From an optimization exercise on the open Yosys and OpenROAD flow, aimed at small area; shortcuts taken in it are not production practice.
Where RTL was checked, it was by simulation tests only, not by an equivalence proof against the original.
No functional check of the RTL was part of runs 1 and 2.
Power is estimated from default activity; no workload was simulated.

==> design.v <==
module gfte (
    input  wire        clk,
    input  wire        rst,         
    input  wire        hsel,
    input  wire        hwrite,
    input  wire [17:0] haddr,
    input  wire [2:0]  hsize,
    input  wire [31:0] hwdata,
    output reg  [31:0] hrdata,
    output reg         bus_err,
    output reg         tx_valid,
    output reg  [7:0]  tx_data,
    input  wire        tx_ready,
    input  wire        rx_valid,
    input  wire [7:0]  rx_data,
    input  wire        ch_closed,
    input  wire        ch_err,
    input  wire        tick,
    output reg         irq
);
    localparam [1:0] PH_IDLE = 2'd0, PH_TX = 2'd1, PH_RX = 2'd2, PH_HOLD = 2'd3;
    reg [1:0]   phase;
    reg         done, err;
    reg [2:0]   err_code;
    reg [2:0]   outcome;
    reg [2:0]   reason;
    reg [31:0]  req;
    reg [15:0]  tx_len;
    reg [25:0]  policy;
    reg [7:0]   rsp_addr, rsp_cmd;
    reg [3:0]   rx_len;
    reg         nak_valid;
    reg [8:0]   attempts;
    reg [15:0]  dl;
    reg [3:0]   ctr;            
    reg [7:0]   acc;            
    reg [1:0]   rs;             
    reg [63:0]  txp;
    reg [63:0]  rxp;
    reg [7:0]   R [1:11];       
    reg [11:2]  M;              
    reg [7:1]   G;              
    wire [7:0]  req_addr = req[7:0];
    wire [7:0]  req_cmd  = req[15:8];
    wire [7:0]  req_rsp  = req[23:16];
    wire [7:0]  req_nak  = req[31:24];
    integer i, j, k;
    wire size_ok = (hsize == 3'd4) && (haddr[1:0] == 2'b00);
    wire is_csr  = (haddr[17:6] == 12'd0) && (haddr[5:2] <= 4'd10);
    wire win_ok  = (haddr[15:3] == 13'd0);
    wire is_txw  = (haddr[17:16] == 2'b01) && win_ok;
    wire is_rxw  = (haddr[17:16] == 2'b10) && win_ok;
    wire mapped  = size_ok && (is_csr || is_txw || is_rxw);
    wire host_rd = hsel && !hwrite && !rst && mapped;
    wire host_wr = hsel &&  hwrite && !rst && mapped;
    wire busy0 = (phase != PH_IDLE);
    reg [7:0] tx_byte;
    always @(*) begin
        case (ctr)
            4'd0:  tx_byte = 8'h01;
            4'd1:  tx_byte = req_addr;
            4'd2:  tx_byte = req_cmd;
            4'd3:  tx_byte = {4'd0, tx_len[3:0]};
            4'd4:  tx_byte = txp[7:0];
            4'd5:  tx_byte = txp[15:8];
            4'd6:  tx_byte = txp[23:16];
            4'd7:  tx_byte = txp[31:24];
            4'd8:  tx_byte = txp[39:32];
            4'd9:  tx_byte = txp[47:40];
            4'd10: tx_byte = txp[55:48];
            4'd11: tx_byte = txp[63:56];
            default: tx_byte = 8'h00;
        endcase
        if (ctr == {1'b0, tx_len[3:0]} + 4'd4)
            tx_byte = acc;
    end
    always @(*) begin
        tx_valid = !rst && (phase == PH_TX);
        tx_data  = tx_valid ? tx_byte : 8'h00;
        irq      = !rst && (done || err);
    end
    always @(*) begin
        hrdata  = 32'd0;
        bus_err = hsel && !rst && !mapped;
        if (host_rd) begin
            if (is_csr) begin
                case (haddr[5:2])
                    4'd0:  hrdata = 32'h0001_0205;
                    4'd1:  hrdata = 32'h0000_0008;
                    4'd3:  hrdata = {13'd0, reason, 2'd0, phase, 1'b0, outcome,
                                     1'b0, err_code, 1'b0, err, done, busy0};
                    4'd4:  hrdata = req;
                    4'd5:  hrdata = {16'd0, tx_len};
                    4'd6:  hrdata = {6'd0, policy};
                    4'd7:  hrdata = {12'd0, rx_len, rsp_cmd, rsp_addr};
                    4'd8:  hrdata = {23'd0, nak_valid, nak_valid ? rxp[7:0] : 8'h00};
                    4'd9:  hrdata = {23'd0, attempts};
                    4'd10: hrdata = {16'd0, dl};
                    default: hrdata = 32'd0;
                endcase
            end else if (is_txw)
                hrdata = haddr[2] ? txp[63:32] : txp[31:0];
            else
                hrdata = haddr[2] ? rxp[63:32] : rxp[31:0];
        end
    end
    reg [7:0]  B [0:12];
    reg [7:0]  S [1:13];        
    reg [3:0]  cnt;
    reg [12:0] at;
    reg [12:0] s;
    reg [8:0]  Gp;
    reg [12:2] Mp;
    reg [12:0] adv1, unex, term, blen, bchk;
    reg [13:0] reach, stop;
    reg        w_term, w_inv;
    reg [1:0]  w_rsn;
    reg [3:0]  w_cnt;
    reg [7:0]  w_addr, w_cmd;
    reg [3:0]  w_len;
    reg [7:0]  w_pay [0:7];
    reg        mx;
    always @(*) begin
        cnt = (phase == PH_RX) ? ctr : 4'd0;
        B[0] = 8'h01;
        for (j = 1; j <= 11; j = j + 1)
            B[j] = R[j];
        B[12] = rx_data;
        mx = (rx_data == req_nak) || (rx_data == req_rsp);
        S[13] = 8'h00;
        for (j = 12; j >= 1; j = j - 1)
            S[j] = S[j + 1] ^ B[j];
        for (j = 2; j <= 11; j = j + 1)
            Mp[j] = M[j];
        Mp[12] = mx;
        for (j = 0; j <= 8; j = j + 1)
            Gp[j] = ((j >= 1 && j <= 7) ? G[j] : 1'b0) |
                    ((B[j + 3] == 8 - j) && (S[j + 1] == 8'h00));
        for (j = 0; j <= 12; j = j + 1) begin
            at[j] = (cnt == 12 - j);
            s[j]  = (j == 0) ? 1'b1 : (B[j] == 8'h01);
            adv1[j] = !s[j];
            blen[j] = 1'b0;
            bchk[j] = 1'b0;
            unex[j] = 1'b0;
            term[j] = 1'b0;
            if (j <= 9 && s[j]) begin
                if (B[j + 3] > 8) begin
                    adv1[j] = 1'b1;
                    blen[j] = 1'b1;
                end else if (j <= 8 && B[j + 3] <= 8 - j) begin
                    if (!Gp[j]) begin
                        adv1[j] = 1'b1;
                        bchk[j] = 1'b1;
                    end else if (Mp[j + 2])
                        term[j] = 1'b1;
                    else
                        unex[j] = 1'b1;
                end
            end
        end
        reach[0] = at[0];
        for (j = 1; j <= 13; j = j + 1) begin
            reach[j] = reach[j - 1] & adv1[j - 1];
            if (j <= 12)
                reach[j] = reach[j] | at[j];
            for (i = 0; i <= 8; i = i + 1)
                if (i + 5 <= j && j - i - 5 <= 8 - i)
                    if (reach[i] && unex[i] && B[i + 3][3:0] == j - i - 5)
                        reach[j] = 1'b1;
        end
        for (j = 0; j <= 12; j = j + 1)
            stop[j] = reach[j] & ~adv1[j] & ~unex[j];
        stop[13] = reach[13];
        w_inv = 1'b0;
        w_rsn = 2'd0;
        for (j = 0; j <= 12; j = j + 1) begin
            if (reach[j] && bchk[j]) begin w_inv = 1'b1; w_rsn = 2'd1; end
            if (reach[j] && blen[j]) begin w_inv = 1'b1; w_rsn = 2'd2; end
            if (reach[j] && unex[j]) begin w_inv = 1'b1; w_rsn = 2'd3; end
        end
        w_term = 1'b0;
        for (j = 0; j <= 8; j = j + 1)
            w_term = w_term | (stop[j] & term[j]);
        w_cnt = 4'd0;
        for (j = 0; j <= 13; j = j + 1)
            if (stop[j]) w_cnt = w_cnt | (13 - j);
        w_addr = 8'h00; w_cmd = 8'h00; w_len = 4'h0;
        for (k = 0; k < 8; k = k + 1) w_pay[k] = 8'h00;
        for (j = 0; j <= 8; j = j + 1) begin
            if (stop[j]) begin
                w_addr = w_addr | B[j + 1];
                w_cmd  = w_cmd  | B[j + 2];
                w_len  = w_len  | B[j + 3][3:0];
                for (k = 0; k < 8; k = k + 1)
                    if (j + 4 + k <= 11)
                        w_pay[k] = w_pay[k] | B[j + 4 + k];
            end
        end
    end
    reg [1:0]   n_phase;
    reg         n_done, n_err;
    reg [2:0]   n_err_code, n_outcome, n_reason;
    reg [31:0]  n_req;
    reg [15:0]  n_tx_len;
    reg [25:0]  n_policy;
    reg [7:0]   n_rsp_addr, n_rsp_cmd;
    reg [3:0]   n_rx_len;
    reg         n_nak_valid;
    reg [8:0]   n_attempts;
    reg [15:0]  n_dl;
    reg [3:0]   n_ctr;
    reg [7:0]   n_acc;
    reg [1:0]   n_rs;
    reg         rxp_we, txp_we;
    reg         start;
    reg [2:0]   fk, fr;
    reg         tx_last;
    always @(*) begin
        n_phase     = phase;
        n_done      = done;
        n_err       = err;
        n_err_code  = err_code;
        n_outcome   = outcome;
        n_reason    = reason;
        n_req       = req;
        n_tx_len    = tx_len;
        n_policy    = policy;
        n_rsp_addr  = rsp_addr;
        n_rsp_cmd   = rsp_cmd;
        n_rx_len    = rx_len;
        n_nak_valid = nak_valid;
        n_attempts  = attempts;
        n_dl        = dl;
        n_ctr       = ctr;
        n_acc       = acc;
        n_rs        = rs;
        rxp_we      = 1'b0;
        txp_we      = 1'b0;
        start       = 1'b0;
        fk          = 3'd0;
        fr          = 3'd0;
        tx_last     = (ctr == {1'b0, tx_len[3:0]} + 4'd4);
        if (phase == PH_TX && tx_ready) begin
            n_acc = (ctr == 4'd0) ? 8'h00 : (acc ^ tx_byte);
            n_ctr = ctr + 4'd1;
            if (tx_last) begin
                n_phase = PH_RX;
                n_ctr   = 4'd0;
            end
        end
        if (rx_valid && n_phase == PH_RX) begin
            if (w_term) begin
                n_rsp_addr = w_addr;
                n_rsp_cmd  = w_cmd;
                n_rx_len   = w_len;
                rxp_we     = 1'b1;
                if (w_cmd == req_nak) begin
                    n_nak_valid = (w_len != 4'd0);
                    n_outcome   = 3'd2;
                end else
                    n_outcome   = 3'd1;
                n_phase  = PH_IDLE;
                n_done   = 1'b1;
                n_reason = 3'd0;
                n_dl     = 16'd0;
            end else begin
                n_ctr = w_cnt;
                if (w_inv) n_rs = w_rsn;
            end
        end
        if ((n_phase == PH_TX || n_phase == PH_RX) && (ch_closed || ch_err)) begin
            n_phase = PH_HOLD;
            n_rs    = {1'b1, !ch_closed};
        end
        if (tick && n_phase != PH_IDLE) begin
            n_dl = dl - 16'd1;
            if (dl == 16'd1) begin
                case (n_phase)
                    PH_TX:   begin fk = 3'd4; fr = 3'd6; end
                    PH_RX:   if (n_rs != 2'd0) begin fk = 3'd3; fr = {1'b0, n_rs}; end
                             else begin fk = 3'd4; fr = 3'd6; end
                    default: begin fk = 3'd5; fr = {1'b1, 1'b0, n_rs[0]}; end
                endcase
                if (((fk == 3'd4) ? policy[24] : policy[25]) &&
                    (attempts <= {1'b0, policy[23:16]})) begin
                    n_attempts = attempts + 9'd1;
                    start      = 1'b1;
                end else begin
                    n_phase   = PH_IDLE;
                    n_done    = 1'b1;
                    n_outcome = fk;
                    n_reason  = fr;
                    n_dl      = 16'd0;
                end
            end
        end
        if (host_wr) begin
            if (is_txw) begin
                if (n_phase != PH_IDLE) begin
                    n_err = 1'b1; n_err_code = 3'd4;
                end else
                    txp_we = 1'b1;
            end else if (is_csr) begin
                case (haddr[5:2])
                    4'd2: begin
                        case (hwdata[1:0])
                            2'd1: begin
                                if (n_phase != PH_IDLE) begin
                                    n_err = 1'b1; n_err_code = 3'd3;
                                end else if (tx_len > 16'd8) begin
                                    n_err = 1'b1; n_err_code = 3'd1;
                                end else if (policy[15:0] == 16'd0) begin
                                    n_err = 1'b1; n_err_code = 3'd2;
                                end else begin
                                    n_done      = 1'b0;
                                    n_outcome   = 3'd0;
                                    n_reason    = 3'd0;
                                    n_rsp_addr  = 8'h00;
                                    n_rsp_cmd   = 8'h00;
                                    n_rx_len    = 4'd0;
                                    n_nak_valid = 1'b0;
                                    n_attempts  = 9'd1;
                                    start       = 1'b1;
                                end
                            end
                            2'd2: begin
                                n_done = 1'b0; n_err = 1'b0; n_err_code = 3'd0;
                            end
                            2'd3: begin
                                n_err = 1'b1; n_err_code = 3'd5;
                            end
                            default: ;
                        endcase
                    end
                    4'd4: if (n_phase != PH_IDLE) begin
                              n_err = 1'b1; n_err_code = 3'd4;
                          end else
                              n_req = hwdata;
                    4'd5: if (n_phase != PH_IDLE) begin
                              n_err = 1'b1; n_err_code = 3'd4;
                          end else
                              n_tx_len = hwdata[15:0];
                    4'd6: if (n_phase != PH_IDLE) begin
                              n_err = 1'b1; n_err_code = 3'd4;
                          end else
                              n_policy = hwdata[25:0];
                    default: ;
                endcase
            end
        end
        if (start) begin
            n_phase = PH_TX;
            n_ctr   = 4'd0;
            n_dl    = policy[15:0];
            n_rs    = 2'd0;
        end
    end
    always @(posedge clk) begin
        if (rst) begin
            phase     <= PH_IDLE;
            done      <= 1'b0;
            err       <= 1'b0;
            err_code  <= 3'd0;
            outcome   <= 3'd0;
            reason    <= 3'd0;
            req       <= 32'd0;
            tx_len    <= 16'd0;
            policy    <= 26'h300_0000;
            rsp_addr  <= 8'h00;
            rsp_cmd   <= 8'h00;
            rx_len    <= 4'd0;
            nak_valid <= 1'b0;
            attempts  <= 9'd0;
            dl        <= 16'd0;
        end else begin
            phase     <= n_phase;
            done      <= n_done;
            err       <= n_err;
            err_code  <= n_err_code;
            outcome   <= n_outcome;
            reason    <= n_reason;
            req       <= n_req;
            tx_len    <= n_tx_len;
            policy    <= n_policy;
            rsp_addr  <= n_rsp_addr;
            rsp_cmd   <= n_rsp_cmd;
            rx_len    <= n_rx_len;
            nak_valid <= n_nak_valid;
            attempts  <= n_attempts;
            dl        <= n_dl;
        end
    end
    always @(posedge clk) begin
        ctr <= n_ctr;
        acc <= n_acc;
        rs  <= n_rs;
    end
    always @(posedge clk) begin
        if (rx_valid) begin
            for (j = 1; j <= 10; j = j + 1)
                R[j] <= R[j + 1];
            R[11] <= rx_data;
            for (j = 2; j <= 11; j = j + 1)
                M[j] <= Mp[j + 1];
            for (j = 1; j <= 7; j = j + 1)
                G[j] <= Gp[j + 1];
        end
    end
    always @(posedge clk) begin
        if (!rst && txp_we) begin
            if (haddr[2]) txp[63:32] <= hwdata;
            else          txp[31:0]  <= hwdata;
        end
        if (!rst && rxp_we)
            for (k = 0; k < 8; k = k + 1)
                if (k < w_len)
                    rxp[8*k +: 8] <= w_pay[k];
    end
endmodule
==> run.sh <==
#!/bin/bash
# synth_recipe.tcl (not shown) runs the flow's synth.tcl, then flattens the netlist and writes it again
# the make line also repeats each setting of config.mk as NAME=value (left out here)
make -C /OpenROAD-flow-scripts/flow DESIGN_CONFIG=/design/flow/config.mk WORK_HOME=/design/flow/orfs CLKGATE_MAP_FILE= SYNTH_SCRIPT=/design/flow/synth_recipe.tcl finish
==> config.mk <==
export PLATFORM = sky130hd
export DESIGN_NAME = gfte
export DESIGN_NICKNAME = gfte
export VERILOG_FILES = /design/flow/design.v
export SDC_FILE = /design/flow/constraint.sdc
export NUM_CORES = 8
export LEC_CHECK = 0
export ABC_AREA = 1
export CAP_MARGIN = 20
export CORE_MARGIN = 2
export CORE_UTILIZATION = 20
export PLACE_DENSITY = 0.4
export SLEW_MARGIN = 20
==> constraint.sdc <==
create_clock -name core_clock -period 25.0 [get_ports {clk}]
set_input_delay 5.0000 -clock core_clock [delete_from_list [all_inputs] [get_ports {clk}]]
set_output_delay 5.0000 -clock core_clock [all_outputs]
set_load 0.01 [all_outputs]
==> reports/metrics.yaml, run 1 <==
clk_pin_slew_worst_paths_ns: 0.06
cap_viol_max_count: 0
clk_path_buf_depth: 3
outcome: "finished clean"
min_period_ns: 14.32
irDropWorstVdd_mv: 0.0454
ys_async_sr_fraction: 0
die_h_microns: 358
initial_core_util: 0.202
post_cts_buffers: 0
dp_hpwl_microns: 96400
seqCellArea_sq_um: 10000
p_leak_nw: 11.9
num-nets-final: 3599
drcViolationCount: 0
synthCells: 3436
avgRoutedWirePerCell_microns: 24.5
grt_pass1_wl_microns: 179000
max-slew-margin-rel: 0.273
yosysTopAreaCell: "edfxtp_1"
setup-violations-final: 0
r2r_slack_ns: 16.64
endpoint_kind: "output pin"
crit_slowest_cell: "nor3_1"
worst_slew_pin_slew_ns: 1.08
grt_usage: 0.192
arrival_ns: 9.32
cts_resized: 0
crit_family: "simple AND/OR/NAND/NOR gates"
wl_microns: 127000
fillers: 13800
grt_pass1_vias: 23800
drt_iter0_markers: 2916
die_w_microns: 358
synth_ff_type: "edfxtp_1"
multi_input_area_sq_um: 12600
dr.pass1.iters: 9
area.growth.synth_to_final_pct: 18.4
crit_chain: "clkdlybuf4s50_1, or4_1, nor4_1, nand2_1, nor3_2, buf_4, clkinv_1, buf_4, nor2_1, nor2_1, nor3_1, a211oi_1, clkdlybuf4s50_1"
syn_area_sq_um: 25000
synth_nets: 3529
power.density_nw_per_um2: 66.8
place_area_sq_um: 28000
ys_top_cells_by_area: "edfxtp_1, nand2_1, dfxtp_1"
grt_max_degree: 80
period_share: 0.573
path_class: "in2out"
syn_avg_cell_area_sq_um: 7.29
final_area_sq_um: 29700
clkSinkCount: 380
numCtsBuffers: 48
slew_violations: 0
startpoint_type: "input pin"
num_vias: 25700
antennaDiodeCount: 0
critPathBufInv: 5
cts_root_buf: "clkbuf_16"
synth_top_area_share: 0.289
skew_ns: 0.0339
io-pin-count: 113
die_area_sq_um: 128000
drive_above_1_share: 0.0742
fin_tns_setup_ns: 0
yosysWarnings: 6
crit_path_max_incr_delay_ns: 0.66
ctsHoldBuffers: 0
core_sq_um: 124000
seq_area_frac_synth: 0.400
hp-class: "reg2reg"
synth_edf_count: 241
cp.required_ns: 20.00
io_buffers: 112
rows: 129
crit_fanout: 79
antenna_found_initial: 3
cts_tree: "done"
ys_seq_elements: 380
rsz0062_at_grt: "no"
synth_cell_type_count: 69
vias_per_cell: 4.96
gp_congestion: 0.947
hold_violations: 0
clock_latency_ns: 0.65
grt.overflow.total: 0
yosysMostFrequentCell: "nand2_1"
htreeDepth: 2
netlist_top_cells_count: "nand2_1, inv_1, nor2_1, nand3_1, edfxtp_1"
fmax_mhz: 69.8
antenna_left: 0
[stage by stage]
stage                     power, mW  cells  utilization  hold slack, ns  setup WS, ns
after floorplan                1.07   3436            -           0.400         12.22
after global placement         1.26   5091        0.226           0.404         10.66
after detailed placement       1.25   5091        0.226           0.413         10.72
after CTS                      1.98   5180        0.239           0.442         10.71
after global routing           2.07   5182        0.239           0.450         10.36
final                          1.98   5182        0.239           0.440         10.68
[registers in the layout, summed over array words and instances, names as in the netlist, 2 cells and up]
register  cells
G             7
M            10
R            88
acc           8
attempts      9
ctr           4
dl           16
err_code      3
outcome       3
phase         2
policy       26
reason        3
req          32
rs            2
rsp_addr      8
rsp_cmd       8
rx_len        4
rxp          64
tx_len       16
txp          64
[path summary, 6_finish.rpt]
| check | startpoint | endpoint | cells past startpoint |
|---|---|---|---|
| worst max-delay path | haddr[10] | hrdata[16] | 13 |
| worst min-delay path | M[11] | M[10] | 0 |
| worst max register to register | R[10][4] | dl[1] | 53 |
| worst min register to register | M[11] | M[10] | 0 |
[final cells by class]
| type | count | area share |
|---|---|---|
| Multi-Input combinational cell | 2411 | 0.424 |
| Sequential cell | 380 | 0.338 |
| Tap cell | 1637 | 0.0691 |
| Inverter | 502 | 0.0636 |
| Timing Repair Buffer | 163 | 0.0514 |
| Clock buffer | 68 | 0.0462 |
| Clock inverter | 21 | 0.00785 |
[where the power goes]
| part | switching, mW | internal (mW) | total (mW) | leakage [nW] |
|---|---|---|---|---|
| logic | 0.355 | 0.152 | 0.507 | 7.74 |
| clock network | 0.321 | 0.407 | 0.728 | 0.768 |
| registers | 0.0470 | 0.700 | 0.747 | 3.39 |
| total | 0.723 | 1.26 | 1.98 | 11.9 |
[per-layer routing]
metal	up-vias	part of all wire	track usage	wire, microns
met5	-	0.00029	0	37
met4	6	0.041	0.0721	5230
met3	190	0.066	0.0277	8410
met2	1095	0.44	0.302	56300
met1	12400	0.45	0.267	57200
li1	12000	-	-	-
[kinds of logic (layout without fill, tap and decap cells)]
family                   count (synthesis)  in the layout  synth area share
AND/OR/NAND/NOR                       1711           1711             0.302
AO/OA/AOI/OAI                          657            657             0.178
XOR/XNOR                                20             20           0.00699
adder cells (fa/ha/maj)                 23             23            0.0115
flip-flops                             380            380             0.400
buffers and inverters                  645            754             0.102
[placed cells by master, fill, tap and decap left out, types with 66 or more instances in the layout]
cell type	instances
dfxtp_1	139
clkdlybuf4s50_1	109
nand4_1	66
nand3_1	258
nor2_1	439
o21ai_0	142
nand2_1	744
inv_1	466
o221ai_1	71
o22ai_1	106
edfxtp_1	241
a21oi_1	136
==> run 2: changes to the inputs <==
--- a/config.mk
+++ b/config.mk
@@ -8,6 +8,7 @@
 export ABC_AREA = 1
 export CAP_MARGIN = 20
 export CORE_MARGIN = 2
-export CORE_UTILIZATION = 20
-export PLACE_DENSITY = 0.4
+export CORE_UTILIZATION = 50
+export CTS_BUF_LIST = sky130_fd_sc_hd__clkbuf_4
+export PLACE_DENSITY = 0.65
 export SLEW_MARGIN = 20
==> run 2 against run 1 <==
Still clean on timing, DRC and antenna. Non-clock buffer count is 11 lower. Worst setup slack worse by 0.73 ns. Die area is 59% lower. Largest power group unchanged.
==> reports/metrics.yaml, run 2 <==
hp-class: "reg2reg"
gp_congestion: 1.06  # +12%
avgRoutedWirePerCell_microns: 26.0  # +5.8%
final_cells: 4323  # -17%
cts_root_buf: "clkbuf_4"
syn_avg_cell_area_sq_um: 7.29  # unchanged
crit_chain: "clkdlybuf4s50_1, or4_1, nor4_1, nand2_1, nor3_2, buf_4, clkinv_1, buf_4, nand3_1, and2_1, and3_1, nand2_2, a311oi_1, clkdlybuf4s50_1"
grt_pass1_wl_microns: 164000  # -8.7%
dpl.cell_count: 4117  # -19%
final_cell_mix: "nand2_1, inv_1, nor2_1, nand3_1, edfxtp_1"
clk_pin_slew_worst_paths_ns: 0.07  # about the same
crit_end: "hrdata[1]"
cap_viol_max_count: 0  # unchanged
p_leak_nw: 11.9  # about the same
drcViolationCount: 0  # unchanged
grt_max_degree: 80  # unchanged
ys_seq_elements: 380  # unchanged
synth_edf_count: 241  # unchanged
min_period_ns: 15.05  # +0.732 ns
fillers: 4810  # -65%
reg2regPathDepth: 55  # +3.8%
skew_ns: 0.0607  # +0.0268 ns
yosysMostFrequentCell: "nand2_1"
dp_hpwl_microns: 83800  # -13%
total_power_mw: 1.86  # -6.2%
largest_register_ffs: 88  # unchanged
worst_slew_pin_slew_ns: 1.18  # +0.0999 ns
dr.pass1.iters: 8  # -1
crit_path_max_incr_delay_ns: 0.63  # -0.03 ns
hold_violations: 0  # unchanged
vias_per_cell: 6.26  # +26%
synth_nets: 3529  # unchanged
post_cts_buffers: 0  # unchanged
numCtsBuffers: 108  # +130%
antenna_left: 0  # unchanged
synthCells: 3436  # unchanged
r2r_slack_ns: 16.33  # -0.31 ns
place_ws_ns: 9.81  # -0.913 ns
setup_ws_ns: 9.95  # -0.732 ns
final_common_cell: "nand2_1"
startpoint_type: "input pin"
path_class: "in2out"
area.growth.synth_to_final_pct: 12.3
num-nets-final: 3648  # +1.4%
io_buffers: 112  # unchanged
grt_pass1_vias: 25300  # +6.5%
seq_area_frac_synth: 0.400  # unchanged
setup-violations-final: 0  # unchanged
fmax_mhz: 66.4  # -4.9%
crit_fanout: 79  # unchanged
ys_async_sr_fraction: 0  # unchanged
core_sq_um: 49800  # -60%
netlist_top_cells_count: "nand2_1, inv_1, nor2_1, nand3_1, edfxtp_1"
cts_resized: 0  # unchanged
cts_tree: "done"
cp.required_ns: 20.00  # about the same
reg_top3: "R x88, rxp x64, txp x64"
syn_area_sq_um: 25000  # unchanged
period_share: 0.602  # +0.0293
crit_slowest_cell: "buf_4"
yosysTopAreaCell: "edfxtp_1"
cp-startpoint: "haddr[10]"
synth_top_area_share: 0.289  # unchanged
irDropWorstVdd_mv: 0.0359  # -21%
synth_cell_type_count: 69  # unchanged
endpoint_kind: "output pin"
largest-register: "R"
die_area_sq_um: 51900  # -59%
rr_endpoint: "dl[4]"
holdWs_ns: 0.474  # +0.0335 ns
die_w_microns: 228  # -36%
clock_latency_ns: 0.91  # +0.26 ns
htreeDepth: 3  # +1
antenna_found_initial: 3  # unchanged
synth_ff_type: "edfxtp_1"
grt.overflow.total: 0  # unchanged
arrival_ns: 10.05  # +0.73 ns
drive_above_1_share: 0.0952  # +0.0210
drt_iter0_markers: 3379  # +16%
io-pin-count: 113  # unchanged
outcome: "finished clean"
fin_tns_setup_ns: 0  # unchanged
r2r-start: "R[10][3]"
initial_core_util: 0.503  # +0.301
clk_path_buf_depth: 3  # unchanged
rsz0062_at_grt: "no"
wl_microns: 112000  # -12%
rows: 82  # -36%
power.density_nw_per_um2: 66.1  # -1.2%
yosysWarnings: 6  # unchanged
grt_usage: 0.420  # +0.228
die_h_microns: 228  # -36%
ys_top_cells_by_area: "edfxtp_1, nand2_1, dfxtp_1"
ctsHoldBuffers: 0  # unchanged
slew_violations: 0  # unchanged
num_vias: 27000  # +5.3%
max-slew-margin-rel: 0.210  # -0.0629
clkSinkCount: 380  # unchanged
==> run 2: cell counts after synthesis <==
No cell type changed its count.
==> run 2: kinds of logic after synthesis <==
| group | synth area share |
|---|---|
| compound gates | 0.178 |
| xor+xnor | 0.00699 |
| fa+ha+maj | 0.0115 |
| buf+inv | 0.102 |
| flops | 0.400 |
| simple gates | 0.302 |
==> run 2: power by group <==
| part | switching (mW) | internal, mW | total (mW) |
|---|---|---|---|
| clock | 0.299 | 0.307 | 0.606 |
| sequential | 0.0424 | 0.699 | 0.742 |
| combinational | 0.358 | 0.153 | 0.511 |
| total | 0.699 | 1.16 | 1.86 |
==> run 2: layout make-up <==
| class | count | area (sq um) | share of cell area |
|---|---|---|---|
| Multi-Input combinational cell | 2411 | 12600 | 0.446 |
| Sequential cell | 380 | 10000 | 0.356 |
| Inverter | 502 | 1890 | 0.0670 |
| Timing Repair Buffer | 152 | 1410 | 0.0503 |
| Clock buffer | 155 | 1160 | 0.0414 |
| Tap cell | 672 | 841 | 0.0299 |
| Clock inverter | 46 | 245 | 0.00872 |
| Antenna cell | 5 | 12.5 | 0.000445 |
==> run 2: worst max-delay path: cells and delay by family <==
kind            cells  cell delay [ns]
simple gates        8             2.10
compound gates      1             0.46
buf+inv             5             2.37
==> run 2: layer usage <==
metal  vias up  track usage  wire, microns
li1      12200            -              -
met1     12500        0.523          42100
met2      1919        0.651          48900
met3       442       0.0824          11600
met4         2        0.308           9670
met5         -            0             16
==> run 2: worst min path at each step <==
| stage | startpoint | slack (ns) | cells past startpoint | endpoint |
|---|---|---|---|---|
| 2_1_floorplan | M[11] | 0.40 | 0 | M[10] |
| 3_3_place_gp | policy[23] | 0.45 | 2 | policy[23] |
| 3_5_place_dp | err_code[1] | 0.46 | 2 | err_code[1] |
| 4_1_cts | err_code[1] | 0.47 | 2 | err_code[1] |
| 5_1_grt | err_code[1] | 0.48 | 2 | err_code[1] |
| 6_report | err_code[1] | 0.47 | 2 | err_code[1] |
==> run 2: per-stage QoR <==
step,utilization,area (sq um)
final,0.565,28100
after global routing,0.565,28100
after CTS,0.565,28100
after detailed placement,0.537,26700
after global placement,0.537,26700
after floorplan,-,25000
==> run 3: changes to the inputs <==
--- a/design.v
+++ b/design.v
@@ -22,18 +22,15 @@
     reg [1:0]   phase;
     reg         done, err;
     reg [2:0]   err_code;
-    reg [2:0]   outcome;
-    reg [2:0]   reason;
+    reg [3:0]   res;            
     reg [31:0]  req;
     reg [15:0]  tx_len;
     reg [25:0]  policy;
     reg [7:0]   rsp_addr, rsp_cmd;
     reg [3:0]   rx_len;
-    reg         nak_valid;
     reg [8:0]   attempts;
     reg [15:0]  dl;
     reg [3:0]   ctr;            
-    reg [7:0]   acc;            
     reg [1:0]   rs;             
     reg [63:0]  txp;
     reg [63:0]  rxp;
@@ -44,6 +41,12 @@
     wire [7:0]  req_cmd  = req[15:8];
     wire [7:0]  req_rsp  = req[23:16];
     wire [7:0]  req_nak  = req[31:24];
+    wire [2:0]  reason  = res[3] ? 3'd0 : res[2:0];
+    wire [2:0]  outcome = res[3]           ? {1'b0, res[0], ~res[0]} :
+                          (res[2:0] == 3'd0) ? 3'd0 :
+                          !res[2]          ? 3'd3 :
+                          res[1]           ? 3'd4 : 3'd5;
+    wire        nak_valid = res[3] && res[0] && (rx_len != 4'd0);
     integer i, j, k;
     wire size_ok = (hsize == 3'd4) && (haddr[1:0] == 2'b00);
     wire is_csr  = (haddr[17:6] == 12'd0) && (haddr[5:2] <= 4'd10);
@@ -54,7 +57,9 @@
     wire host_rd = hsel && !hwrite && !rst && mapped;
     wire host_wr = hsel &&  hwrite && !rst && mapped;
     wire busy0 = (phase != PH_IDLE);
-    reg [7:0] tx_byte;
+    wire in_tx = (phase == PH_TX);
+    wire       tx_last = (ctr == {1'b0, tx_len[3:0]} + 4'd4);
+    reg [7:0]  tx_byte;
     always @(*) begin
         case (ctr)
             4'd0:  tx_byte = 8'h01;
@@ -71,11 +76,11 @@
             4'd11: tx_byte = txp[63:56];
             default: tx_byte = 8'h00;
         endcase
-        if (ctr == {1'b0, tx_len[3:0]} + 4'd4)
-            tx_byte = acc;
+        if (tx_last)
+            tx_byte = R[11];
     end
     always @(*) begin
-        tx_valid = !rst && (phase == PH_TX);
+        tx_valid = !rst && in_tx;
         tx_data  = tx_valid ? tx_byte : 8'h00;
         irq      = !rst && (done || err);
     end
@@ -119,26 +124,29 @@
     reg [7:0]  w_addr, w_cmd;
     reg [3:0]  w_len;
     reg [7:0]  w_pay [0:7];
-    reg        mx;
     always @(*) begin
         cnt = (phase == PH_RX) ? ctr : 4'd0;
         B[0] = 8'h01;
         for (j = 1; j <= 11; j = j + 1)
             B[j] = R[j];
         B[12] = rx_data;
-        mx = (rx_data == req_nak) || (rx_data == req_rsp);
         S[13] = 8'h00;
         for (j = 12; j >= 1; j = j - 1)
             S[j] = S[j + 1] ^ B[j];
         for (j = 2; j <= 11; j = j + 1)
             Mp[j] = M[j];
-        Mp[12] = mx;
+        Mp[12] = (rx_data == req_nak) || (rx_data == req_rsp);
         for (j = 0; j <= 8; j = j + 1)
             Gp[j] = ((j >= 1 && j <= 7) ? G[j] : 1'b0) |
                     ((B[j + 3] == 8 - j) && (S[j + 1] == 8'h00));
         for (j = 0; j <= 12; j = j + 1) begin
             at[j] = (cnt == 12 - j);
-            s[j]  = (j == 0) ? 1'b1 : (B[j] == 8'h01);
+            if (j == 0)
+                s[j] = 1'b1;
+            else if (j == 12)
+                s[j] = (B[j] == 8'h01);
+            else
+                s[j] = at[j] || (B[j] == 8'h01);
             adv1[j] = !s[j];
             blen[j] = 1'b0;
             bchk[j] = 1'b0;
@@ -148,14 +156,16 @@
                 if (B[j + 3] > 8) begin
                     adv1[j] = 1'b1;
                     blen[j] = 1'b1;
-                end else if (j <= 8 && B[j + 3] <= 8 - j) begin
-                    if (!Gp[j]) begin
-                        adv1[j] = 1'b1;
-                        bchk[j] = 1'b1;
-                    end else if (Mp[j + 2])
-                        term[j] = 1'b1;
-                    else
-                        unex[j] = 1'b1;
+                end else if (j <= 8) begin
+                    if (B[j + 3] <= 8 - j) begin
+                        if (!Gp[j]) begin
+                            adv1[j] = 1'b1;
+                            bchk[j] = 1'b1;
+                        end else if (Mp[j + 2])
+                            term[j] = 1'b1;
+                        else
+                            unex[j] = 1'b1;
+                    end
                 end
             end
         end
@@ -200,49 +210,41 @@
     end
     reg [1:0]   n_phase;
     reg         n_done, n_err;
-    reg [2:0]   n_err_code, n_outcome, n_reason;
+    reg [2:0]   n_err_code;
+    reg [3:0]   n_res;
     reg [31:0]  n_req;
     reg [15:0]  n_tx_len;
     reg [25:0]  n_policy;
     reg [7:0]   n_rsp_addr, n_rsp_cmd;
     reg [3:0]   n_rx_len;
-    reg         n_nak_valid;
     reg [8:0]   n_attempts;
     reg [15:0]  n_dl;
     reg [3:0]   n_ctr;
-    reg [7:0]   n_acc;
     reg [1:0]   n_rs;
     reg         rxp_we, txp_we;
     reg         start;
-    reg [2:0]   fk, fr;
-    reg         tx_last;
+    reg [2:0]   fr;
     always @(*) begin
         n_phase     = phase;
         n_done      = done;
         n_err       = err;
         n_err_code  = err_code;
-        n_outcome   = outcome;
-        n_reason    = reason;
+        n_res       = res;
         n_req       = req;
         n_tx_len    = tx_len;
         n_policy    = policy;
         n_rsp_addr  = rsp_addr;
         n_rsp_cmd   = rsp_cmd;
         n_rx_len    = rx_len;
-        n_nak_valid = nak_valid;
         n_attempts  = attempts;
         n_dl        = dl;
         n_ctr       = ctr;
-        n_acc       = acc;
         n_rs        = rs;
         rxp_we      = 1'b0;
         txp_we      = 1'b0;
         start       = 1'b0;
-        fk          = 3'd0;
         fr          = 3'd0;
-        tx_last     = (ctr == {1'b0, tx_len[3:0]} + 4'd4);
-        if (phase == PH_TX && tx_ready) begin
-            n_acc = (ctr == 4'd0) ? 8'h00 : (acc ^ tx_byte);
+        if (in_tx && tx_ready) begin
             n_ctr = ctr + 4'd1;
             if (tx_last) begin
                 n_phase = PH_RX;
@@ -255,15 +257,10 @@
                 n_rsp_cmd  = w_cmd;
                 n_rx_len   = w_len;
                 rxp_we     = 1'b1;
-                if (w_cmd == req_nak) begin
-                    n_nak_valid = (w_len != 4'd0);
-                    n_outcome   = 3'd2;
-                end else
-                    n_outcome   = 3'd1;
-                n_phase  = PH_IDLE;
-                n_done   = 1'b1;
-                n_reason = 3'd0;
-                n_dl     = 16'd0;
+                n_res      = {3'b100, (w_cmd == req_nak)};
+                n_phase    = PH_IDLE;
+                n_done     = 1'b1;
+                n_dl       = 16'd0;
             end else begin
                 n_ctr = w_cnt;
                 if (w_inv) n_rs = w_rsn;
@@ -276,22 +273,21 @@
         if (tick && n_phase != PH_IDLE) begin
             n_dl = dl - 16'd1;
             if (dl == 16'd1) begin
-                case (n_phase)
-                    PH_TX:   begin fk = 3'd4; fr = 3'd6; end
-                    PH_RX:   if (n_rs != 2'd0) begin fk = 3'd3; fr = {1'b0, n_rs}; end
-                             else begin fk = 3'd4; fr = 3'd6; end
-                    default: begin fk = 3'd5; fr = {1'b1, 1'b0, n_rs[0]}; end
-                endcase
-                if (((fk == 3'd4) ? policy[24] : policy[25]) &&
+                if (n_phase == PH_HOLD)
+                    fr = {2'b10, n_rs[0]};
+                else if (n_phase == PH_RX && n_rs != 2'd0)
+                    fr = {1'b0, n_rs};
+                else
+                    fr = 3'd6;
+                if (((fr == 3'd6) ? policy[24] : policy[25]) &&
                     (attempts <= {1'b0, policy[23:16]})) begin
                     n_attempts = attempts + 9'd1;
                     start      = 1'b1;
                 end else begin
-                    n_phase   = PH_IDLE;
-                    n_done    = 1'b1;
-                    n_outcome = fk;
-                    n_reason  = fr;
-                    n_dl      = 16'd0;
+                    n_phase = PH_IDLE;
+                    n_done  = 1'b1;
+                    n_res   = {1'b0, fr};
+                    n_dl    = 16'd0;
                 end
             end
         end
@@ -314,12 +310,10 @@
                                     n_err = 1'b1; n_err_code = 3'd2;
                                 end else begin
                                     n_done      = 1'b0;
-                                    n_outcome   = 3'd0;
-                                    n_reason    = 3'd0;
+                                    n_res       = 4'd0;
                                     n_rsp_addr  = 8'h00;
                                     n_rsp_cmd   = 8'h00;
                                     n_rx_len    = 4'd0;
-                                    n_nak_valid = 1'b0;
                                     n_attempts  = 9'd1;
                                     start       = 1'b1;
                                 end
@@ -362,15 +356,13 @@
             done      <= 1'b0;
             err       <= 1'b0;
             err_code  <= 3'd0;
-            outcome   <= 3'd0;
-            reason    <= 3'd0;
+            res       <= 4'd0;
             req       <= 32'd0;
             tx_len    <= 16'd0;
             policy    <= 26'h300_0000;
             rsp_addr  <= 8'h00;
             rsp_cmd   <= 8'h00;
             rx_len    <= 4'd0;
-            nak_valid <= 1'b0;
             attempts  <= 9'd0;
             dl        <= 16'd0;
         end else begin
@@ -378,29 +370,26 @@
             done      <= n_done;
             err       <= n_err;
             err_code  <= n_err_code;
-            outcome   <= n_outcome;
-            reason    <= n_reason;
+            res       <= n_res;
             req       <= n_req;
             tx_len    <= n_tx_len;
             policy    <= n_policy;
             rsp_addr  <= n_rsp_addr;
             rsp_cmd   <= n_rsp_cmd;
             rx_len    <= n_rx_len;
-            nak_valid <= n_nak_valid;
             attempts  <= n_attempts;
             dl        <= n_dl;
         end
     end
     always @(posedge clk) begin
         ctr <= n_ctr;
-        acc <= n_acc;
         rs  <= n_rs;
     end
     always @(posedge clk) begin
-        if (rx_valid) begin
+        if (in_tx ? tx_ready : rx_valid) begin
             for (j = 1; j <= 10; j = j + 1)
                 R[j] <= R[j + 1];
-            R[11] <= rx_data;
+            R[11] <= in_tx ? (((ctr[3:1] == 3'd0) ? 8'h00 : R[11]) ^ tx_byte) : rx_data;
             for (j = 2; j <= 11; j = j + 1)
                 M[j] <= Mp[j + 1];
             for (j = 1; j <= 7; j = j + 1)
--- a/config.mk
+++ b/config.mk
@@ -8,7 +8,9 @@
 export ABC_AREA = 1
 export CAP_MARGIN = 20
 export CORE_MARGIN = 2
-export CORE_UTILIZATION = 50
-export CTS_BUF_LIST = sky130_fd_sc_hd__clkbuf_4
-export PLACE_DENSITY = 0.65
+export CORE_UTILIZATION = 40
+export CTS_BUF_LIST = sky130_fd_sc_hd__clkbuf_8
+export CTS_CLUSTER_DIAMETER = 60
+export CTS_CLUSTER_SIZE = 16
+export PLACE_DENSITY = 0.6
 export SLEW_MARGIN = 20
==> run 3 against run 2 <==
Still clean on timing, DRC and antenna. Flip-flop and latch count is 11 lower. First-iteration DRC count increased by 15%. Routed wire length is 5.3% lower. Clock-buffer cell count is 112 lower. Critical path depth grew 3. Clock power is 19% lower. Critical endpoint unchanged.
==> reports/metrics.yaml, run 3 <==
outcome: "finished clean"
post_cts_buffers: 0  # unchanged
power.density_nw_per_um2: 85.2  # +29%
min_period_ns: 14.83  # -0.225 ns
r2r-start: "R[9][1]"
final_area_sq_um: 26900  # -4.5%
reg2regPathDepth: 50  # -9.1%
yosysMostFrequentCell: "nand2_1"
num_vias: 25200  # -6.8%
p_leak_nw: 10.3  # -13%
seq_area_frac_synth: 0.403  # +0.00288
avgRoutedWirePerCell_microns: 25.7  # -0.90%
irDropWorstVdd_mv: 0.0522  # +45%
path_class: "in2out"
worst_slew_pin_slew_ns: 1.09  # -0.0881 ns
htreeDepth: 2  # -1
arrival_ns: 9.83  # -0.22 ns
io_buffers: 112  # unchanged
cts_root_buf: "clkbuf_8"
cts_resized: 0  # unchanged
startpoint_type: "input pin"
crit_end: "hrdata[1]"
place_area_sq_um: 25900  # -3.0%
slew_violations: 0  # unchanged
holdWs_ns: 0.428  # -0.0452 ns
initial_core_util: 0.402  # -0.101
ys_top_cells_by_area: "edfxtp_1, dfxtp_1, nand2_1"
skew_ns: 0.0922  # +0.0314 ns
rr_endpoint: "phase[1]"
synth_top_area_share: 0.290  # +0.00112
fin_tns_setup_ns: 0  # unchanged
vias_per_cell: 6.10  # -2.5%
hp-class: "reg2reg"
die_w_microns: 250  # +9.5%
rows: 90  # +9.8%
wl_microns: 106000  # -5.3%
cap_viol_max_count: 0  # unchanged
period_share: 0.593  # -0.00900
grt_pass1_vias: 23100  # -8.6%
grt.overflow.total: 0  # unchanged
reg_top3: "R x88, rxp x64, txp x64"
crit_path_max_incr_delay_ns: 0.64  # about the same
core_sq_um: 60000  # +21%
largest_register_ffs: 88  # unchanged
synth_nets: 3358  # -4.8%
drt_iter0_markers: 3886  # +15%
dr.pass1.iters: 8  # unchanged
grt_max_degree: 91  # +14%
cp-startpoint: "haddr[5]"
max-slew-margin-rel: 0.270  # +0.0599
grt_pass1_wl_microns: 156000  # -4.9%
syn_area_sq_um: 24100  # -3.7%
drcViolationCount: 0  # unchanged
utilization: 0.447  # -0.118
cp.required_ns: 20.00  # about the same
crit_slowest_cell: "buf_4"
ys_seq_elements: 369  # -2.9%
synth_ff_type: "edfxtp_1"
clk_pin_slew_worst_paths_ns: 0.08  # about the same
antenna_found_initial: 5  # +2
gp_congestion: 1.04  # -2.0%
yosysWarnings: 5  # -1
netlist_top_cells_count: "nand2_1, inv_1, nor2_1, a21oi_1, nand3_1"
final_cell_mix: "nand2_1, inv_1, nor2_1, a21oi_1, nand3_1"
cts_tree: "done"
ctsHoldBuffers: 0  # unchanged
grt_usage: 0.335  # -0.0854
crit_chain: "clkdlybuf4s50_1, nor2_1, inv_1, nor2_1, inv_1, a21oi_1, nand2_1, nor3_2, buf_4, clkinv_1, buf_4, nand3_1, and2_1, and3_1, nand2_1, a311oi_1, clkdlybuf4s50_1"
antenna_left: 0  # unchanged
numCtsBuffers: 42  # -61%
hold_violations: 0  # unchanged
num-nets-final: 3405  # -6.7%
clkSinkCount: 369  # -2.9%
die_area_sq_um: 62300  # +20%
drive_above_1_share: 0.0639  # -0.0313
synth_cell_type_count: 60  # -13%
yosysTopAreaCell: "edfxtp_1"
r2r_slack_ns: 16.55  # +0.22 ns
fillers: 6163  # +28%
dp_hpwl_microns: 80800  # -3.5%
largest-register: "R"
crit_fanout: 90  # +14%
ys_async_sr_fraction: 0  # unchanged
clock_latency_ns: 0.71  # -0.20 ns
clk_path_buf_depth: 3  # unchanged
die_h_microns: 250  # +9.5%
setup-violations-final: 0  # unchanged
synthCells: 3267  # -4.9%
rsz0062_at_grt: "no"
area.growth.synth_to_final_pct: 11.3
io-pin-count: 113  # unchanged
final_common_cell: "nand2_1"
endpoint_kind: "output pin"
synth_edf_count: 233  # -3.3%
fmax_mhz: 67.4  # +1.5%
syn_avg_cell_area_sq_um: 7.38  # +1.3%
run 3: changes by cell type in the layout (fill, tap and decap cells not counted), sizes merged, moves of 23 or more:
cell    delta
a21oi    +130
clkbuf   -112
clkinv    -35
inv       +35
nand2    -229
nor2     -147
o21ai    +104
o22ai     +23
run 3: layout make-up:
| cell class | count | area [sq um] | area share |
|---|---|---|---|
| timing repair buffer | 148 | 1390 | 0.0516 |
| clock inverter | 35 | 364 | 0.0136 |
| sequential | 369 | 9720 | 0.362 |
| tap | 782 | 978 | 0.0364 |
| antenna | 2 | 5.00 | 0.000186 |
| multi-input combinational | 2237 | 11900 | 0.442 |
| inverter | 516 | 1940 | 0.0722 |
| clock buffer | 43 | 592 | 0.0220 |
run 3: worst min-delay path by stage:
stage                  to  slack (ns)  cells past startpoint   from
finish              M[10]        0.43                      0  M[11]
global route        M[10]        0.46                      0  M[11]
CTS                 M[10]        0.43                      0  M[11]
detailed placement  M[10]        0.42                      0  M[11]
global placement    M[10]        0.41                      0  M[11]
floorplan           M[10]        0.40                      0  M[11]
run 3: cells by family (layout without fill, tap and decap cells):
group	after synthesis	in the layout	share of synthesized area
fa+ha+maj	21	21	0.0109
other cells	0	2	0
simple gates	1318	1318	0.247
flops	369	369	0.403
compound gates	862	862	0.219
buf+inv	661	742	0.107
xor+xnor	36	36	0.0131
run 3: report_power, final:
part	total, mW	internal, mW	switching [mW]
Combinational	0.905	0.254	0.651
Sequential	0.890	0.754	0.135
Clock	0.493	0.210	0.282
Total	2.29	1.22	1.07
run 3: stage by stage:
step           std cells  power [mW]  worst slack [ns]
2_1_floorplan       3267        1.49             11.90
3_3_place_gp        4052        1.77             10.36
3_5_place_dp        4052        1.77             10.26
4_1_cts             4130        2.26             10.25
5_1_grt             4132        2.42              9.72
6_report            4132        2.29             10.17
run 3: layer usage:
layer  part of all wire  track usage  up-vias
met5            0.00023            0        -
met4              0.067        0.191        4
met3               0.11       0.0621      296
met2               0.42        0.501     1645
met1               0.41        0.454    11800
li1                   -            -    11500
run 3: worst max-delay path: cells and delay by family:
kind	cells	cell delay (ns)
buffers and inverters	7	2.43
AND/OR/NAND/NOR	8	1.59
AO/OA/AOI/OAI	2	0.73
==> run 4: changes to the inputs <==
==> flow/run.sh (new file) <==
#!/bin/bash
# Layout flow: the standard flow (standard.sh) with three changes:
#  - synthesis maps with an area-oriented ABC script (flow/my_synth.tcl, flow/area.abc);
#  - the clock tree uses clkbuf_8 leaf clusters and no dummy loads;
#  - port buffers are buf_1 cells.
set -euo pipefail
W=$PWD
export GFTE_ABC_SCRIPT=$W/flow/area.abc
CTS="-sink_clustering_enable -repair_clock_nets -sink_clustering_size 16 -sink_clustering_max_diameter 60 -buf_list sky130_fd_sc_hd__clkbuf_8 -dont_use_dummy_load"
bash standard.sh SYNTH_SCRIPT=$W/flow/my_synth.tcl "CTS_ARGS=$CTS" "BUFFER_PORTS_ARGS=-buffer_cell sky130_fd_sc_hd__buf_1" finish > $W/flow_make.log 2>&1
==> flow/area.abc (new file) <==
strash
&get -n
&deepsyn -T 60
&put
dch -f
amap
mfs3 -a
==> flow/my_synth.tcl (new file) <==
proc synth {args} { yosys synth -nofsm -noshare {*}$args }
proc abc {args} {
  set i [lsearch -exact $args -script]
  if { $i >= 0 } {
    lset args [expr { $i + 1 }] $::env(GFTE_ABC_SCRIPT)
  }
  yosys abc {*}$args
}
source $::env(SCRIPTS_DIR)/synth.tcl
# left out here: clear keep_hierarchy, flatten, clean up, hide names made inside functions, write 1_2_yosys.v
==> standard.sh (new file) <==
#!/bin/bash
# synth_recipe.tcl (not shown) runs the flow's synth.tcl, then flattens the netlist and writes it again
# the make line also repeats each setting of config.mk as NAME=value (left out here)
make -C /OpenROAD-flow-scripts/flow DESIGN_CONFIG=/design/flow/config.mk WORK_HOME=/design/flow/orfs CLKGATE_MAP_FILE= SYNTH_SCRIPT=/design/flow/synth_recipe.tcl "${@:-finish}"
==> config.mk (replaced) <==
export PLATFORM = sky130hd
export DESIGN_NAME = gfte
export DESIGN_NICKNAME = gfte
export VERILOG_FILES = /design/flow/design.v
export SDC_FILE = /design/flow/constraint.sdc
export NUM_CORES = 8
export LEC_CHECK = 0
export CAP_MARGIN = 20
export CORE_MARGIN = 2
export CORE_UTILIZATION = 50
export PLACE_DENSITY = 0.65
export SLEW_MARGIN = 20
removed: run.sh
==> run 4 against run 3 <==
The run now fails in synthesis (1_2_yosys).
==> reports/metrics.yaml, run 4 <==
outcome: "aborted with a tool error"
lastStage: "synthesis (1_2_yosys)"
tool.error: "ERROR: ABC failed with status 6"
yosysWarnings: 5  # unchanged
==> run 5: changes to the inputs <==
==> flow/area.abc (replaced) <==
strash
&get -n
&deepsyn -T 60
&put
dch -f
amap
==> run 5 against run 4 <==
Now clean on timing, DRC and antenna.
==> reports/metrics.yaml, run 5 <==
irDropWorstVdd_mv: 0.0891
final_cell_mix: "clkinv_1, nor2_1, edfxtp_1, o22ai_1, o21ai_0"
hp-start: "M[11]"
dr.pass1.iters: 11
io-pin-count: 113
clock_latency_ns: 0.71
syn_area_sq_um: 20200
cap_viol_max_count: 0
die_w_microns: 205
endpoint_kind: "register"
drt_iter0_markers: 4337
yosysTopAreaCell: "edfxtp_1"
fillers: 3693
io_buffers: 112
gp_congestion: 1.09
drcViolationCount: 0
max-slew-margin-rel: 0.210
hold_violations: 0
place_area_sq_um: 21600
num_vias: 22100
synth_ff_type: "edfxtp_1"
dp_hpwl_microns: 74200
antenna_found_initial: 1
outcome: "finished clean"
hp-class: "reg2reg"
seq_area_frac_synth: 0.482
netlist_top_cells_count: "clkinv_1, nor2_1, edfxtp_1, o22ai_1, o21ai_0"
setup-violations-final: 0
ys_top_cells_by_area: "edfxtp_1, dfxtp_1, clkinv_1"
clk_pin_slew_worst_paths_ns: 0.11
antenna_left: 0
post_cts_buffers: 0
vias_per_cell: 7.37
htreeDepth: 2
cp.required_ns: 25.51
ys_async_sr_fraction: 0
largest_register_ffs: 88
initial_core_util: 0.507
r2r-start: "R[9][6]"
p_leak_nw: 6.80
crit_fanout: 32
min_to: "M[10]"
min_path_cells: 0
cts_tree: "done"
ys_seq_elements: 369
numCtsBuffers: 35
core_sq_um: 39800
synth_edf_count: 233
synth_top_area_share: 0.347
path_class: "in2reg"
wl_microns: 99100
holdWs_ns: 0.385
rows: 73
clkSinkCount: 369
grt_pass1_vias: 20400
worst_slew_pin_slew_ns: 1.16
avgRoutedWirePerCell_microns: 33.1
r2r_slack_ns: 9.09
grt_max_degree: 83
period_share: 0.779
grt_pass1_wl_microns: 139000
grt.busiest_layer: "met2"
total_power_mw: 2.01
grt_usage: 0.463
dpl.cell_count: 2959
reg2regPathDepth: 51
power.density_nw_per_um2: 90.6
rsz0062_at_grt: "no"
reg_top3: "R x88, rxp x64, txp x64"
ctsHoldBuffers: 0
synthCells: 2279
die_area_sq_um: 42000
largest-register: "R"
crit_path_max_incr_delay_ns: 0.87
synth_cell_type_count: 55
skew_ns: 0.132
cts_root_buf: "clkbuf_8"
drive_above_1_share: 0.0368
slew_violations: 0
use_met1: 0.567
use_met2: 0.707
yosysMostFrequentCell: "clkinv_1"
synth_nets: 2370
fin_tns_setup_ns: 0
use_met3: 0.146
clk_path_buf_depth: 3
syn_avg_cell_area_sq_um: 8.85
area.growth.synth_to_final_pct: 9.79
fmax_mhz: 51.3
final_common_cell: "clkinv_1"
grt.overflow.total: 0
crit_slowest_cell: "nand2_2"
num-nets-final: 2563
startpoint_type: "input pin"
cts_resized: 0
min_period_ns: 19.49
final_cells: 2997
arrival_ns: 19.99
final_area_sq_um: 22200
rr_endpoint: "req[31]"
crit_top_cell: "nor2_1"
die_h_microns: 205
yosysWarnings: 5  # unchanged
[run 5: area by class of cell]
class / count / area (sq um) / area share
sequential: 369 / 9720 / 0.439
multi-input combinational: 1545 / 9150 / 0.413
inverter: 365 / 1370 / 0.0619
timing repair buffer: 156 / 771 / 0.0348
tap: 525 / 657 / 0.0297
clock buffer: 35 / 482 / 0.0217
antenna: 2 / 5.00 / 0.000226
[run 5: layer usage]
metal  up-vias  share of wire
met1     10200           0.34
met5         -              0
met4         0          0.081
met3       523           0.15
li1       9234              -
met2      2083           0.43
[run 5: how the worst max path moves through the flow]
stage                     from      end  slack [ns]  cells past startpoint
CTS                 rx_data[1]  req[31]        5.74                     53
finish              rx_data[1]  req[31]        5.51                     53
global route        rx_data[1]  req[26]        4.36                     53
global placement    rx_data[1]  req[30]        5.69                     53
detailed placement  rx_data[1]  req[28]        5.16                     53
floorplan           rx_data[1]  rxp[32]        8.89                     33
[run 5: logic make-up after synthesis]
group | count (synthesis) | share of synthesized area
DFF | 369 | 0.482
and+or+nand+nor | 690 | 0.157
AOI/OAI and AO/OA | 832 | 0.280
buffers and inverters | 365 | 0.0679
xor gates and xnor gates | 2 | 0.000868
adders and majority gates | 21 | 0.0130
[run 5: critical path: cells and delay by family]
family / cells / cell delay (ns)
buffers and inverters: 9 / 2.54
and+or+nand+nor: 19 / 5.88
AOI/OAI and AO/OA: 25 / 6.55
[run 5: through the flow]
step | utilization | setup slack (ns)
floorplan | - | 8.89
global placement | 0.543 | 5.69
detailed placement | 0.543 | 5.16
CTS | 0.555 | 5.74
global route | 0.556 | 4.36
finish | 0.556 | 5.51
[run 5: report_power, final]
part           internal, mW  switching (mW)
logic                 0.192           0.530
registers             0.766           0.179
clock network         0.125           0.215
==> run 6: changes to the inputs <==
--- a/flow/run.sh
+++ b/flow/run.sh
@@ -6,5 +6,5 @@
 set -euo pipefail
 W=$PWD
 export GFTE_ABC_SCRIPT=$W/flow/area.abc
-CTS="-sink_clustering_enable -repair_clock_nets -sink_clustering_size 16 -sink_clustering_max_diameter 60 -buf_list sky130_fd_sc_hd__clkbuf_8 -dont_use_dummy_load"
+CTS="-sink_clustering_enable -repair_clock_nets -sink_clustering_size 14 -sink_clustering_max_diameter 50 -buf_list sky130_fd_sc_hd__clkbuf_8 -dont_use_dummy_load"
 bash standard.sh SYNTH_SCRIPT=$W/flow/my_synth.tcl "CTS_ARGS=$CTS" "BUFFER_PORTS_ARGS=-buffer_cell sky130_fd_sc_hd__buf_1" finish > $W/flow_make.log 2>&1
==> run 6 against run 5 <==
Sequential share of layout area is 0.38 points higher. Maximum frequency grew 2.0%. Routed wire length fell by 5.2%. Register-to-register slack improved by 0.63 ns. Flip-flop and latch count unchanged. Core utilization fell by 0.096 points. Clock power increased by 11%. Non-clock buffer count decreased by 11. Area after synthesis fell by 1.0%. Largest cell class unchanged. Largest power group unchanged.
==> reports/metrics.yaml, run 6 <==
critPathBufInv: 8  # -1
cp.required_ns: 25.49  # -0.02 ns
irDropWorstVdd_mv: 0.0413  # -54%
ys_async_sr_fraction: 0  # unchanged
reg_top3: "R x88, rxp x64, txp x64"
synth_top_family_by_area: "compound AO/OA/AOI/OAI gates"
ctsHoldBuffers: 0  # unchanged
cts_resized: 0  # unchanged
cp.depth: 55  # +3.8%
antenna_left: 0  # unchanged
crit_family: "compound AO/OA/AOI/OAI gates"
clock_latency_ns: 0.67  # -0.04 ns
endpoint_kind: "register"
die_w_microns: 204  # -0.49%
largest-register: "R"
crit_fanout: 32  # unchanged
yosysTopAreaCell: "edfxtp_1"
synth_top_area_share: 0.350  # +0.00352
rsz0062_at_grt: "no"
avgRoutedWirePerCell_microns: 32.0  # -3.2%
clkSinkCount: 369  # unchanged
clk_path_buf_depth: 3  # unchanged
power.density_nw_per_um2: 52.2  # -42%
ys_seq_elements: 369  # unchanged
skew_ns: 0.0808  # -0.0512 ns
syn_area_sq_um: 20000  # -1.0%
final_area_sq_um: 22000  # -0.86%
wl_microns: 93900  # -5.2%
post_cts_buffers: 0  # unchanged
syn_avg_cell_area_sq_um: 9.00  # +1.6%
die_h_microns: 204  # -0.49%
synth_cell_type_count: 51  # -7.3%
die_area_sq_um: 41600  # -0.98%
synth_xor_area_frac: 0.000439  # -0.000430
p_leak_nw: 6.78  # -0.30%
antenna_found_initial: 2  # +1
dpl.cell_count: 2890  # -2.3%
crit_slowest_cell: "nand2_2"
yosysMostFrequentCell: "clkinv_1"
synth_ff_type: "edfxtp_1"
synth_adder_area_share: 0.0132  # +0.000132
place_area_sq_um: 21300  # -1.4%
vias_per_cell: 7.30  # -0.96%
grt.overflow.total: 0  # unchanged
max-slew-margin-rel: 0.237  # +0.0270
largest_register_ffs: 88  # unchanged
fmax_mhz: 52.3  # +2.0%
final_cell_mix: "clkinv_1, nor2_1, edfxtp_1, o22ai_1, o21ai_0"
slew_violations: 0  # unchanged
arrival_ns: 19.60  # -0.39 ns
num_vias: 21400  # -3.0%
dr.pass1.iters: 9  # -2
synth_compound_area_frac: 0.290  # +0.00986
synthCells: 2220  # -2.6%
setup-violations-final: 0  # unchanged
grt_max_degree: 77  # -7.2%
io_buffers: 112  # unchanged
yosysWarnings: 5  # unchanged
place_ws_ns: 5.44  # +0.280 ns
r2r-start: "R[9][5]"
crit_path_max_incr_delay_ns: 0.89  # +0.02 ns
initial_core_util: 0.505  # -0.00162
worst_slew_pin_slew_ns: 1.14  # -0.0138 ns
r2r_slack_ns: 9.72  # +0.63 ns
synth_nets: 2311  # -2.5%
clk_pin_slew_worst_paths_ns: 0.07  # -0.04 ns
fin_tns_setup_ns: 0  # unchanged
period_share: 0.764  # -0.0153
holdWs_ns: 0.424  # +0.0392 ns
hold_violations: 0  # unchanged
seq_area_frac_synth: 0.487  # +0.00489
gp_congestion: 1.03  # -5.9%
final_common_cell: "clkinv_1"
utilization: 0.555  # -0.000955
ys_top_cells_by_area: "edfxtp_1, dfxtp_1, clkinv_1"
drcViolationCount: 0  # unchanged
path_class: "in2reg"
num-nets-final: 2502  # -2.4%
setup_ws_ns: 5.90  # +0.382 ns
drt_iter0_markers: 3713  # -14%
rows: 73  # unchanged
grt_pass1_vias: 19800  # -2.7%
numCtsBuffers: 44  # +26%
grt_usage: 0.443  # -0.0196
core_sq_um: 39500  # -0.69%
cts_root_buf: "clkbuf_8"
cts_tree: "done"
total_power_mw: 1.15  # -43%
startpoint_type: "input pin"
synth_edf_count: 233  # unchanged
hp-class: "reg2reg"
outcome: "finished clean"
rr_endpoint: "req[7]"
io-pin-count: 113  # unchanged
reg2regPathDepth: 54  # +5.9%
dp_hpwl_microns: 70400  # -5.2%
htreeDepth: 2  # unchanged
grt_pass1_wl_microns: 134000  # -3.9%
netlist_top_cells_count: "clkinv_1, nor2_1, edfxtp_1, o22ai_1, o21ai_0"
area.growth.synth_to_final_pct: 9.95
crit_end: "req[7]"
crit_top_cell: "a21oi_1"
synth_mux_area_frac: 0  # unchanged
cap_viol_max_count: 0  # unchanged
cp-startpoint: "rx_data[5]"
min_period_ns: 19.10  # -0.382 ns
synth-simple-area-share: 0.142  # -0.0146
final_cells: 2935  # -2.1%
fillers: 3713  # +0.54%
drive_above_1_share: 0.0365  # -0.000312
## run 6: cell count changes after synthesis, sizes merged, moves of 15 or more
cell     before  now
and3         20    1
a21oi       107   92
o21ai       179  157
a2111oi      38   19
o221ai       53   89
a221oi       45   64
nand3        52   33
## run 6: cell families after synthesis
kind of cell	count (synthesis)
DFF	369
xor gates and xnor gates	1
adders and majority gates	21
AOI/OAI and AO/OA	829
and+or+nand+nor	638
buffers and inverters	362
## run 6: final cells by class
class	instances	area [sq um]	area share
Sequential cell	369	9720	0.443
Clock buffer	44	606	0.0276
Timing Repair Buffer	145	668	0.0304
Antenna cell	1	2.50	0.000114
Inverter	362	1360	0.0619
Tap cell	525	657	0.0299
Multi-Input combinational cell	1489	8950	0.407
## run 6: how the worst min path moves through the flow
stage	slack [ns]	endpoint	start	cells past startpoint
finish	0.42	M[10]	M[11]	0
floorplan	0.40	M[10]	M[11]	0
global placement	0.42	M[10]	M[11]	0
global route	0.45	M[10]	M[11]	0
CTS	0.43	M[10]	M[11]	0
detailed placement	0.41	M[10]	M[11]	0
## run 6: routing by layer
layer  track usage  vias to the layer above  share of wire
met2         0.695                     1917           0.44
met1         0.555                     9996           0.36
met5             0                        -        0.00014
met3        0.0890                      451           0.12
li1              -                     9057              -
met4         0.297                        2          0.086
## run 6: power breakdown
part	switching (mW)	leakage, nW	total (mW)	internal [mW]
clock	0.223	0.316	0.378	0.156
sequential	0.0215	3.44	0.678	0.656
combinational	0.0690	3.02	0.0903	0.0213
==> run 7: changes to the inputs <==
==> flow/area.abc (replaced) <==
strash
&get -n
&deepsyn -T 60
&put
dch -f
amap -F 6 -A 30
==> run 7 against run 6 <==
Via count fell by 1.4%. Critical endpoint is now req[11]. Highest routed layer is now met4. First-iteration DRC count is 11% higher. Critical path type unchanged. Final cell count is 2.8% lower. Maximum frequency shrank 1.6%. Clock-buffer cell count down 4. Non-clock buffer count rose by 2. Sequential power is essentially flat. Synthesized cell count decreased by 3.4%. Critical path depth up 5. Still clean. Worst hold slack better by 0.024 ns. Cell area shrank 0.91%.
==> reports/metrics.yaml, run 7 <==
grt_max_degree: 75  # -2.6%
slew_violations: 0  # unchanged
critPathBufInv: 14  # +6
largest-register: "R"
die_w_microns: 203  # -0.45%
synth_cell_type_count: 54  # +5.9%
crit_fanout: 29  # -9.4%
core_sq_um: 38800  # -1.8%
place_area_sq_um: 21200  # -0.59%
numCtsBuffers: 40  # -9.1%
rsz0062_at_grt: "no"
max-slew-margin-rel: 0.206  # -0.0305
gp_congestion: 1.09  # +5.9%
antenna_found_initial: 1  # -1
wl_met2_microns: 38900  # -5.5%
ctsHoldBuffers: 0  # unchanged
die_h_microns: 203  # -0.45%
p_leak_nw: 6.65  # -1.9%
wl_microns: 91900  # -2.2%
syn_area_sq_um: 19800  # -0.91%
cts_root_buf: "clkbuf_8"
fmax_mhz: 51.5  # -1.6%
yosysTopAreaCell: "edfxtp_1"
skew_ns: 0.0676  # -0.0132 ns
synth_top_area_share: 0.354  # +0.00323
multi_input_area_sq_um: 8810  # -1.5%
final_cell_mix: "clkinv_1, edfxtp_1, o22ai_1, nor2_1, o21ai_0"
largest_register_ffs: 88  # unchanged
synthCells: 2145  # -3.4%
utilization: 0.560  # +0.00520
drt-met1-wl_microns: 33400  # -0.47%
synth_nets: 2236  # -3.2%
seqCellArea_sq_um: 9720  # unchanged
ys_seq_elements: 369  # unchanged
grt_usage: 0.434  # -0.00875
io_buffers: 112  # unchanged
final_area_sq_um: 21800  # -0.91%
dp_hpwl_microns: 69400  # -1.5%
fin_tns_setup_ns: 0  # unchanged
drt_iter0_markers: 4104  # +11%
initial_core_util: 0.510  # +0.00468
rows: 72  # -1.4%
yosysWarnings: 5  # unchanged
reg_top3: "R x88, rxp x64, txp x64"
ys_top_cells_by_area: "edfxtp_1, dfxtp_1, clkinv_1"
cap_viol_max_count: 0  # unchanged
synth_ff_type: "edfxtp_1"
hp-class: "reg2reg"
endpoint_kind: "register"
cts_resized: 0  # unchanged
synth_top_family_by_area: "compound AO/OA/AOI/OAI gates"
outcome: "finished clean"
clock_latency_ns: 0.64  # -0.03 ns
worst_slew_pin_slew_ns: 1.18  # +0.0410 ns
seq_area_frac_synth: 0.491  # +0.00449
synth-simple-area-share: 0.125  # -0.0167
post_cts_buffers: 0  # unchanged
crit_family: "simple AND/OR/NAND/NOR gates"
io-pin-count: 113  # unchanged
ys_async_sr_fraction: 0  # unchanged
num_vias: 21100  # -1.4%
clkSinkCount: 369  # unchanged
fillers: 3562  # -4.1%
grt.overflow.total: 0  # unchanged
place_ws_ns: 5.40  # -0.0382 ns
startpoint_type: "input pin"
area.growth.synth_to_final_pct: 9.96  # about the same
route.top_layer_used: "met4"
htreeDepth: 2  # unchanged
irDropWorstVdd_mv: 0.0403  # -2.3%
synth_xor_area_frac: 0.000443  # +0.00000405
run 7: changes by cell type in the layout (fill, tap and decap cells not counted), moves of 7 or more:
cell,previous run,this run
nor2_1,280,207
o22ai_1,202,211
clkinv_1,362,352
a21oi_1,92,71
a222oi_1,57,80
a32oi_1,1,8
nand2_1,146,130
a22oi_1,13,24
o21ai_0,155,176
o221ai_1,89,74
nand3_1,33,40
o32ai_1,11,19
run 7: final timing paths:
| path | startpoint | to | cells past startpoint |
|---|---|---|---|
| setup / recovery | rx_data[4] | req[11] | 60 |
| hold reg to reg | M[3] | M[2] | 0 |
| setup reg to reg | R[10][4] | req[11] | 59 |
| hold / removal | M[3] | M[2] | 0 |
run 7: power by group:
part           internal, mW  switching (mW)  total, mW  leakage, nW
Clock                 0.143           0.216      0.358        0.288
Combinational        0.0216          0.0694     0.0910         2.92
Sequential            0.656          0.0209      0.677         3.44
run 7: cells by family (layout without fill, tap and decap cells):
logic type | Yosys count | in the layout
AND/OR/NAND/NOR | 546 | 546
other | 0 | 2
buffers and inverters | 352 | 539
XOR/XNOR | 1 | 1
AO/OA/AOI/OAI | 856 | 856
flip-flops | 369 | 369
adder cells (fa/ha/maj) | 21 | 21
run 7: through the flow:
step                power [mW]  std cells  hold WS (ns)
floorplan                0.732       2145         0.400
global placement         0.775       2809         0.404
detailed placement       0.775       2810         0.440
CTS                       1.12       2850         0.452
global route              1.15       2850         0.464
finish                    1.13       2852         0.448
run 7: layer usage:
| layer | GRT usage | vias to the layer above |
|---|---|---|
| li1 | - | 8932 |
| met5 | 0 | - |
| met3 | 0.111 | 439 |
| met1 | 0.550 | 9891 |
| met4 | 0.288 | 0 |
| met2 | 0.659 | 1869 |
run 7: cell type report:
| class | instances | area share |
|---|---|---|
| Timing Repair Buffer | 147 | 0.0323 |
| Sequential cell | 369 | 0.447 |
| Clock buffer | 40 | 0.0253 |
| Multi-Input combinational cell | 1424 | 0.405 |
| Tap cell | 518 | 0.0298 |
| Antenna cell | 2 | 0.000230 |
| Inverter | 352 | 0.0607 |

==> port drivers added, routing unchanged <==
The results above use ideal ports. As a check the final layouts listed here were re-extracted and re-timed, cells and wires unchanged.
Step 1 sets driving cells, clkbuf_16 on the clock port and buf_2 on the other inputs (assumed; they add their load-dependent delay and slew).
Step 2 also shifts input and output timing later by t, the mid clock arrival at the registers, as if the neighbouring blocks saw the same clock.
Slacks: no drivers / after step 1 / after step 2; pairs: no drivers / after step 1.
run | t (ns) | setup WS [ns]
run 1 | 0.703 | 10.678 / 10.656 / 10.656
run 2 | 0.946 | 9.947 / 9.924 / 9.924
run 3 | 0.728 | 10.171 / 10.147 / 10.147
run 5 | 0.704 | 5.514 / 5.549 / 4.845
run 6 | 0.690 | 5.897 / 5.929 / 5.240
run 7 | 0.670 | 5.580 / 5.612 / 4.942
After both steps setup and hold are still met in every run listed.
